Source: an optimization exercise on an open RTL-to-GDS flow (aim: small area, a short achievable clock period and few clock cycles). Production flows keep margins and buffers that such runs may drop. RTL that was checked went through simulation tests only; none was proved equivalent to the original. Only the layout flow was run in run 2; the RTL was not checked for function there. Power and IR drop assume default switching activity.

==> flow/design.v (outline; a module is shown in full before it is edited, if it fits) <==
// module pfpp_engine: 1044 lines
module pfpp_engine (
    input  wire         clk,
    input  wire         rst,
    input  wire         cmd_valid,
    input  wire [63:0]  cmd_word,
    output wire         busy,
    output reg  [3:0]   err,
    output wire [31:0]  result,
    output reg  [127:0] dirty,
    input  wire         cfg_coalesce,
    input  wire [31:0]  cfg_opc,        
    input  wire [15:0]  cfg_nopb,       
    input  wire [2:0]   cfg_rowlen,
    input  wire [2:0]   cfg_endlen,
    input  wire [12:0]  cfg_src_len,    
    input  wire [8:0]   cfg_pal_len,    
    output wire [6:0]   fb_addr,
    output wire         fb_we,
    output wire [127:0] fb_wdata,
    input  wire [127:0] fb_rdata,
    output wire [11:0]  src_addr,
    input  wire [7:0]   src_rdata,
    output wire [7:0]   pal_addr,
    input  wire [23:0]  pal_rdata,
    output reg          bus_req,
    output reg  [1:0]   bus_kind,
    output reg  [7:0]   bus_byte,
    input  wire         bus_done,
    input  wire         bus_err
);
  // ...
==> flow/flow/run.sh <==
#!/bin/bash
set -euo pipefail
MARGIN=$(cat flow/margin.txt)
PORTBUF=$(cat flow/portbuf.txt)
bash standard.sh SETUP_SLACK_MARGIN=$MARGIN "BUFFER_PORTS_ARGS=-buffer_cell $PORTBUF" finish > layout_make.log 2>&1
==> flow/flow/margin.txt <==
6.6
==> flow/flow/portbuf.txt <==
sky130_fd_sc_hd__buf_1
==> flow/standard.sh <==
#!/bin/bash
# synth_recipe.tcl (not shown) runs the flow's synth.tcl, then flattens the netlist and writes it again
# the make line also repeats each setting of config.mk as NAME=value (left out here)
make -C /OpenROAD-flow-scripts/flow DESIGN_CONFIG=/design/flow/config.mk WORK_HOME=/design/flow/orfs CLKGATE_MAP_FILE= SYNTH_SCRIPT=/design/flow/synth_recipe.tcl "${@:-finish}"
==> flow/config.mk <==
export PLATFORM = sky130hd
export DESIGN_NAME = pfpp_engine
export DESIGN_NICKNAME = pfpp_engine
export VERILOG_FILES = /design/flow/design.v
export SDC_FILE = /design/flow/constraint.sdc
export NUM_CORES = 4
export LEC_CHECK = 0
export CAP_MARGIN = 20
export CORE_MARGIN = 2
export CORE_UTILIZATION = 55
export CTS_BUF_LIST = sky130_fd_sc_hd__clkbuf_8
export SETUP_SLACK_MARGIN = 5
export SLEW_MARGIN = 20
==> flow/constraint.sdc <==
create_clock -name core_clock -period 10.0 [get_ports {clk}]
set_input_delay 2.0000 -clock core_clock [delete_from_list [all_inputs] [get_ports {clk}]]
set_output_delay 2.0000 -clock core_clock [all_outputs]
set_load 0.01 [all_outputs]
==> flow_summary.ini, run 1 <==
[yosys]
synth_top_family_by_area = compound AO/OA/AOI/OAI gates

[critical_path]
r2r_start = dirty[101]
critPathCapture = more_r
worstPathArrival_ps = 4050
worstPathCellList = nor4_1 > nand2_1 > nor4b_1 > o32ai_1 > a211oi_1 > o2111ai_1 > o211a_1 > nor4_2
critPathMaxStageDelay_ps = 810
crit_path_start_kind = flip-flop

[power]
maxPowerGroup = registers
p_sw_share_pct = 34.3
powerDensity_nw_per_um2 = 167
p_int_mw = 4.32
p_seq_share_pct = 40.8
p_clk_mw = 1.90
power.switching_mw = 2.26
worst_ir_drop_vdd_v = 0.000127

[status]
outcome = finished clean

[global_routing]
grt_max_degree = 129
antenna_found_initial = 16
grt_util_met1_pct = 47.5

[min_path]
hold_class = flip-flop to flip-flop

[final_layout]
mostFrequentLayoutCells = buf_1 (612), edfxtp_1 (380), o21ai_0 (267)
clk_share_pct = 4.38
multi_input_area_share_pct = 46.9

[sta]
fin_crit_ps = 3430
rsz0062_at_grt = true
fmaxAchievable_mhz = 291

[die]
start_util_pct = 55.8
io-pin-count = 638
die_h_um = 252

[route]
route.met3.wl_mm = 13.9

[clock_network]
clockBufferDepth = 3
cts_tree = built
Testbench counts, summed over its fixed seeds: cycles 443,746.
==> run 2, diff against run 1 <==
--- a/flow/design.v
+++ b/flow/design.v
@@ -67,23 +67,21 @@
     reg [15:0]  fe;            
     reg         fhi;           
     reg         gA, gB, gC, gD;
     reg [6:0]   fa_r;
     reg         we_r;
     reg [127:0] rb;
     reg         isrd, rdv, full, zap;
     reg [6:0]   wrow;
-    reg         v1, v2, v3, v4, v5, v6;
+    reg         v1, v2, v3, v4, v5;
     reg         pcr, pbad, palerr, rbad;     
     reg [2:0]   boff_d;
     reg [7:0]   pa_r;
     reg [23:0]  palreg;
-    reg [23:0]  ma, mb;
-    reg         mnz;
     reg [15:0]  res;
     reg [2:0]   ph;
     reg [1:0]   tt;
     reg [3:0]   tk;
     reg [2:0]   tcnt;
     reg         tfail, tmore;
     reg [6:0]   bs;
     reg [6:0]   pe_r;          
@@ -371,18 +369,18 @@
     wire lt269 = lt229 ^ lt190 ^ lt228;
     wire lt270 = (lt229 & lt190) | (lt229 & lt228) | (lt190 & lt228);
     wire lt271 = lt231 ^ lt194 ^ lt230;
     wire lt272 = (lt231 & lt194) | (lt231 & lt230) | (lt194 & lt230);
     wire lt273 = palreg[23] ^ palreg[14] ^ lt232;
     wire lt274 = (palreg[23] & palreg[14]) | (palreg[23] & lt232) | (palreg[14] & lt232);
     wire [23:0] la = {1'b0, palreg[15], lt273, lt271, lt269, lt267, lt265, lt263, lt261, lt259, lt257, lt255, lt253, lt251, lt249, lt247, lt245, lt243, lt241, lt239, lt237, lt235, lt233, palreg[16]};
     wire [23:0] lb = {1'b0, lt274, lt272, lt270, lt268, lt266, lt264, lt262, lt260, lt258, lt256, lt254, lt252, lt250, lt248, lt246, lt244, lt242, lt240, lt238, lt236, lt234, palreg[1], palreg[0]};
-    wire [23:0] kp0 = ma ^ mb;
-    wire [23:0] kg0 = ma & mb;
+    wire [23:0] kp0 = la ^ lb;
+    wire [23:0] kg0 = la & lb;
     wire [23:0] kg1, kp1;
     assign kg1[0] = kg0[0];
     assign kp1[0] = kp0[0];
     assign kg1[1] = kg0[1] | (kp0[1] & kg0[0]);
     assign kp1[1] = kp0[1] & kp0[0];
     assign kg1[2] = kg0[2] | (kp0[2] & kg0[1]);
     assign kp1[2] = kp0[2] & kp0[1];
     assign kg1[3] = kg0[3] | (kp0[3] & kg0[2]);
@@ -619,18 +617,18 @@
     assign kp5[20] = kp4[20] & kp4[4];
     assign kg5[21] = kg4[21] | (kp4[21] & kg4[5]);
     assign kp5[21] = kp4[21] & kp4[5];
     assign kg5[22] = kg4[22] | (kp4[22] & kg4[6]);
     assign kp5[22] = kp4[22] & kp4[6];
     assign kg5[23] = kg4[23] | (kp4[23] & kg4[7]);
     assign kp5[23] = kp4[23] & kp4[7];
     wire [23:0] lsum = kp0 ^ {kg5[22:0], 1'b0};
-    wire        pixcol = palq ? mnz : lsum[23];
-    wire men  = zap | (rdv && state[I_RAST]) | (v6 && state[I_BLIT]);
+    wire        pixcol = palq ? (|palreg[7:0]) : lsum[23];
+    wire men  = zap | (rdv && state[I_RAST]) | (v5 && state[I_BLIT]);
     wire colv = (state[I_BLIT]) ? pcr : col;
     wire [3:0] xlh = xl[6:3], xrh = xr[6:3];
     wire [2:0] xll = xl[2:0], xrl = xr[2:0];
     wire       hsame = (xlh == xrh);
     reg  [15:0] mgF, mgA, mgB;
     reg  [7:0]  lA, lB;
     reg  [127:0] m;
     integer c;
@@ -715,19 +713,16 @@
     wire [7:0] idx  = bpp8 ? src_rdata : {7'd0, src_rdata[bsel]};
     wire       pal_bad = {1'b0, pa_r} >= cfg_pal_len;
     always @(posedge clk) begin
         for (c = 0; c < 128; c = c + 1)
             rb[c] <= m[c] ? colv : (rdv ? fb_rdata[c] : rb[c]);
     end
     always @(posedge clk) begin
         palreg <= (state[I_IDLE]) ? cmd_word[63:40] : pal_rdata;
-        ma     <= la;
-        mb     <= lb;
-        mnz    <= |palreg[7:0];
         pa_r   <= idx;
         pcr    <= pixcol;
         boff_d <= fe[2:0];
     end
     wire       rdone  = (rrow[6:0] == rend[6:0]);
     wire       full_n = rdv | (full & ~we_r);
     wire       lastw  = we_r && (wrow == rend[6:0]);
     wire [6:0] wrow_n = we_r ? wrow + 7'd1 : wrow;
@@ -753,24 +748,24 @@
             state   <= S_IDLE;
             busy_r  <= 1'b0;
             err     <= E_OK;
             res     <= 16'd0;
             bus_req <= 1'b0;
             we_r    <= 1'b0;
             zap     <= 1'b0;
             rdv     <= 1'b0;
-            v1 <= 1'b0; v2 <= 1'b0; v3 <= 1'b0; v4 <= 1'b0; v5 <= 1'b0; v6 <= 1'b0;
+            v1 <= 1'b0; v2 <= 1'b0; v3 <= 1'b0; v4 <= 1'b0; v5 <= 1'b0;
             pbad <= 1'b0;
             dq_we <= 1'b0; dq_bulk <= 1'b0;
         end else begin
             zap <= 1'b0;
             dq_we <= 1'b0; dq_bulk <= 1'b0;
             rdv <= isrd;
-            v2 <= v1; v3 <= v2; v4 <= v3; v5 <= v4; v6 <= v5;
+            v2 <= v1; v3 <= v2; v4 <= v3; v5 <= v4;
             pbad <= v2 && pal_bad;
             case (1'b1)
                 state[I_IDLE]: begin
                     op   <= cmd_word[3:0];
                     col  <= cmd_word[4];
                     fl   <= cmd_word[7:5];
                     xl   <= cmd_word[15:8];
                     case (cmd_word[3:0])
@@ -842,17 +837,20 @@
                                 palerr <= 1'b0;
                                 if (rend != 8'd0) begin
                                     v1   <= 1'b1;
                                     fe   <= fe_n[15:0]; fhi <= fhi | fe_n[16];
                                     rend <= rend - 8'd1;
                                 end
                                 state <= S_BLIT;
                             end
-                            OP_QUANT: state <= S_QNT;
+                            OP_QUANT: begin
+                                res <= {lsum[23:16], 7'd0, lsum[23]};
+                                err <= E_OK; state <= S_IDLE; busy_r <= 1'b0;
+                            end
                             OP_GLA: begin
                                 if (xl[7]) begin
                                     err <= E_BOUNDS;
                                 end else begin
                                     res <= {8'd0, rev8(xl + 8'd1)};
                                     err <= E_OK;
                                 end
                                 state <= S_IDLE; busy_r <= 1'b0;
@@ -896,34 +894,34 @@
                     fst <= 1'b0;
                     if (rend != 8'd0) begin
                         v1   <= 1'b1;
                         fe   <= fe_n[15:0]; fhi <= fhi | fe_n[16];
                         rend <= rend - 8'd1;
                     end else begin
                         v1 <= 1'b0;
                     end
-                    if (v6) begin
+                    if (v5) begin
                         xl <= xl + 8'd1;
                         xr <= xl + 8'd1;
                     end
                     rbad   <= rng_bad;
                     palerr <= palerr | pbad;
                     if (fst && (code != E_OK || bz)) begin
-                        v1 <= 1'b0; v2 <= 1'b0; v3 <= 1'b0; v4 <= 1'b0; v5 <= 1'b0; v6 <= 1'b0;
+                        v1 <= 1'b0; v2 <= 1'b0; v3 <= 1'b0; v4 <= 1'b0; v5 <= 1'b0;
                         err <= (code != E_OK) ? code : (rng_bad ? E_SRCRANGE : E_OK);
                         state <= S_IDLE; busy_r <= 1'b0;
                     end else if (we_r) begin
                         we_r <= 1'b0;
                         err <= E_OK; state <= S_IDLE; busy_r <= 1'b0;
                     end else if (v3 && !v2 && (rbad || palerr || pbad)) begin
-                        v1 <= 1'b0; v2 <= 1'b0; v3 <= 1'b0; v4 <= 1'b0; v5 <= 1'b0; v6 <= 1'b0;
+                        v1 <= 1'b0; v2 <= 1'b0; v3 <= 1'b0; v4 <= 1'b0; v5 <= 1'b0;
                         err <= rbad ? E_SRCRANGE : E_PALRANGE;
                         state <= S_IDLE; busy_r <= 1'b0;
-                    end else if (v6 && !v5) begin
+                    end else if (v5 && !v4) begin
                         we_r <= 1'b1;
                         dq_we <= 1'b1; dq_addr <= rrow[6:0]; dq_val <= 1'b1;
                     end
                 end
                 state[I_CLRW]: begin
                     fa_r <= fa_r + 7'd1;
                     dq_bulk <= (fa_r == 7'd126);
                     if (fa_r == 7'd127) begin
==> flow/flow/margin.txt (replaced) <==
6.5
==> flow/config.mk (replaced) <==
export PLATFORM = sky130hd
export DESIGN_NAME = pfpp_engine
export DESIGN_NICKNAME = pfpp_engine
export VERILOG_FILES = /design/flow/design.v
export SDC_FILE = /design/flow/constraint.sdc
export NUM_CORES = 4
export LEC_CHECK = 0
export CAP_MARGIN = 20
export CORE_MARGIN = 2
export CORE_UTILIZATION = 40
export CTS_BUF_LIST = sky130_fd_sc_hd__clkbuf_8
export SETUP_SLACK_MARGIN = 5
export SLEW_MARGIN = 20
==> flow_summary.ini, run 2 <==
[status]
outcome = finished clean

[placement]
post-dp-hpwl_mm = 98.6
portBuffers = 620
place.gp.congestion = 0.979
dp_cells = 4899

[final_layout]
syn2layout_area_growth_pct = 18.9
layout-drive-gt1-share_pct = 15.0
mostFrequentLayoutCells = buf_1 (617), edfxtp_1 (380), inv_1 (287)
layout.cells.non_filler = 5128
largestRegisters = dirty: 128 flops, rb: 128 flops, palreg: 24 flops
final_nets = 4512
layout_commonest_cell = buf_1

[global_routing]
grt_use_total_pct = 29.8
antenna_found_initial = 15
globalRouteOverflowTotal = 0
grt_first_pass_wirelength_mm = 190
grt_pass1_vias = 28900
grt_max_degree = 117

[yosys]
yosys.area.top_type_share_pct = 34.7
syn_area_per_cell_um2 = 9.77
synth-simple-area-share_pct = 15.4
synth_common_cells = edfxtp_1 (380), inv_1 (285), nor2_1 (282)
muxShareOfSynthArea_pct = 8.77
async_reset_ff_share_pct = 0
ys_seq_elements = 464
synth_cell_type_count = 86
synth_top_family_by_area = compound AO/OA/AOI/OAI gates
synthAdderAreaFrac_pct = 11.0
syn_inst = 3367
post-synth-top-count-cell = edfxtp_1
synth-edff-count = 380
ys.flop_type = edfxtp_1
ys_seq_area_share_pct = 39.8
syn_area_um2 = 32900
synthXorXnorAreaFrac_pct = 2.37
synth-compound-area-share_pct = 16.6
synth_top_area_cell = edfxtp_1
ys_top_cells_by_area = edfxtp_1 (35%), fa_1 (7.0%), mux2_2 (5.2%)
yosysWarnings = 1

[route]
drt-initial-drc-count = 3692
drc = 0
vias_per_cell = 5.88
num_vias = 30200
drtPass1Iterations = 6
drtAntennaViolNets = 0
wirelength_mm = 130
post_drt_wl_per_cell_um = 25.3

[sta]
hold_viol = 0
fmaxAchievable_mhz = 193
worst_slew_pin_slew_ps = 1210
drv_slew = 0
fin_crit_ps = 5180
setup_viol = 0
skew_ps = 53.7
period_share_pct = 51.8
finalSetupTns_ps = 0
rsz0062_at_grt = true
max_slew_margin_pct = 18.4

[min_path]
worstHoldPathCells = 1
hold_start = isrd
hold_class = flip-flop to flip-flop

[critical_path]
worstPathArrival_ps = 5800
critPathKind = flip-flop to flip-flop
cp_max_fo = 5
crit_path_start_kind = flip-flop
crit_required_ps = 10610
startpoint = palreg[23]
r2r_start = palreg[23]
r2r_cells = 18
endpoint_kind = flip-flop

[power]
powerDensity_nw_per_um2 = 234
p_leak_nw = 14.9
power.switching_mw = 3.58
p_int_mw = 5.55
p_sw_share_pct = 39.2
p_seq_share_pct = 25.2
power_mw = 9.13
clkPwrFrac_pct = 21.3
power_frac_comb_pct = 53.5
worst_ir_drop_vdd_v = 0.000614

[clock_network]
cts_buffers = 84
clockBufferDepth = 3
cts_tree = built
htree_num_levels = 3
cts-root-buf = clkbuf_8
clk_transition_reported_paths_ps = 60
numClockSinks = 464
insertion_delay_ps = 730

[die]
die_width_um = 291
die-area_um2 = 84500
rows = 105
start_util_pct = 40.2
die_h_um = 291
core_um2 = 81700
io-pin-count = 638

[flow_run]
timing.max_cap.violations = 0
-- run 2: changes by cell type after synthesis, moves of 9 or more --
| cell | change |
|---|---|
| xnor2_1 | +11 |
| a31oi_1 | -11 |
| dfxtp_1 | -49 |
| or3_1 | -15 |
| a211oi_1 | -13 |
| a22oi_1 | +13 |
| nor3_1 | -20 |
| nand2_1 | +32 |
| inv_1 | +53 |
| a221oi_1 | +10 |
| o31ai_1 | +9 |
| o221ai_1 | -9 |
| clkbuf_1 | +13 |
-- run 2: metal layers --
layer | vias to the layer above | track usage, % | part of all wire [%]
met4 | 14 | 12.3 | 4.6
met5 | - | 0 | 0.059
met3 | 353 | 7.22 | 9.7
met1 | 14600 | 39.2 | 40
li1 | 13500 | - | -
met2 | 1665 | 47.1 | 46
-- run 2: cell families (layout without fill, tap and decap cells) --
kind of cell,after synthesis,after routing
flip-flops,464,464
AO/OA/AOI/OAI,852,852
multiplexers,229,229
adder cells (fa/ha/maj),220,220
other,1,23
AND/OR/NAND/NOR,1014,1015
buffers and inverters,498,1166
XOR/XNOR,89,89
-- run 2: repair_timing --
action	4_1_cts	5_1_grt
resized for setup	49	50
endpoints found under the setup margin	262	274
hold buffers	0	0
hold endpoints to repair	0	0
cloned	2	1
setup buffers	46	23
pin swaps	37	21
-- run 2: worst max-delay path: stages (launching register included) --
cell      delay (ps)
dfxtp_4          360
inv_4             50
fa_2             600
inv_2             40
fa_2             530
inv_2             40
fa_1             460
fa_1             490
inv_1             50
fa_1             510
ha_4             310
nand2_1           60
o211ai_1         330
nand2_1          170
a311oi_4         280
buf_6            170
nor3_1            50
or4b_1           470
a21oi_1          140
-- run 2: layout make-up --
| class | count | area, um^2 |
|---|---|---|
| fill | 8034 | 42600 |
| tap | 1070 | 1340 |
| inverter | 288 | 1100 |
| antenna | 6 | 15.0 |
| multi-input combinational | 2422 | 18500 |
| clock buffer | 97 | 1340 |
| timing repair buffer | 729 | 3260 |
| clock inverter | 52 | 420 |
| sequential | 464 | 13100 |
-- run 2: final timing paths --
check / slack, ps / endpoint
max: 4820 / res[11]
min reg2reg: 440 / rdv
max reg2reg: 4820 / res[11]
min: 440 / rdv
-- run 2: power groups by stage --
stage / Combinational [mW] / Sequential [mW] / Clock (mW)
2_1_floorplan: 2.98 / 2.32 / 0
3_3_place_gp: 3.87 / 2.36 / 0
3_5_place_dp: 3.91 / 2.36 / 0
4_1_cts: 4.54 / 2.31 / 1.97
5_1_grt: 5.35 / 2.32 / 2.05
6_report: 4.88 / 2.30 / 1.94
-- run 2: per-stage QoR --
stage / hold WS, ps / util (%) / instance area, um^2 / setup slack [ps]
global placement: 432 / 44.4 / 36300 / 4710
finish: 436 / 47.9 / 39100 / 4820
CTS: 433 / 47.3 / 38600 / 4860
floorplan: 388 / - / 33300 / 5220
global route: 454 / 47.8 / 39100 / 4680
detailed placement: 429 / 44.4 / 36300 / 4670

port drivers added, routing unchanged:
Ports are ideal in the flow. The routed layouts listed here were re-timed in OpenROAD.
Step 1, drivers: a clkbuf_16 drives clk and a buf_2 each remaining input, both assumed.
Step 2, shift: input delay + t, output delay - t, t = (earliest + latest rising clock arrival at the registers) / 2. This alone moves slack from input paths to output paths.
Slacks: ideal / step 1 / step 2; pairs: ideal / step 1.
run | t (ns) | setup slack, ns | hold WS [ns] | worst setup path after step 2 | worst slew at a driven data input, ns
run 1 | 0.754 | 6.566 / 6.532 / 5.861 | 0.415 / 0.415 / 0.415 | input to register | 0.17
run 2 | 0.774 | 4.816 / 4.816 / 4.816 | 0.436 / 0.436 / 0.436 | register to register | 0.11
After both steps setup and hold are still met in every run listed. For run 1, which loses most, drivers alone change the setup slack by -0.034 ns; drivers and shift together by -0.705 ns.
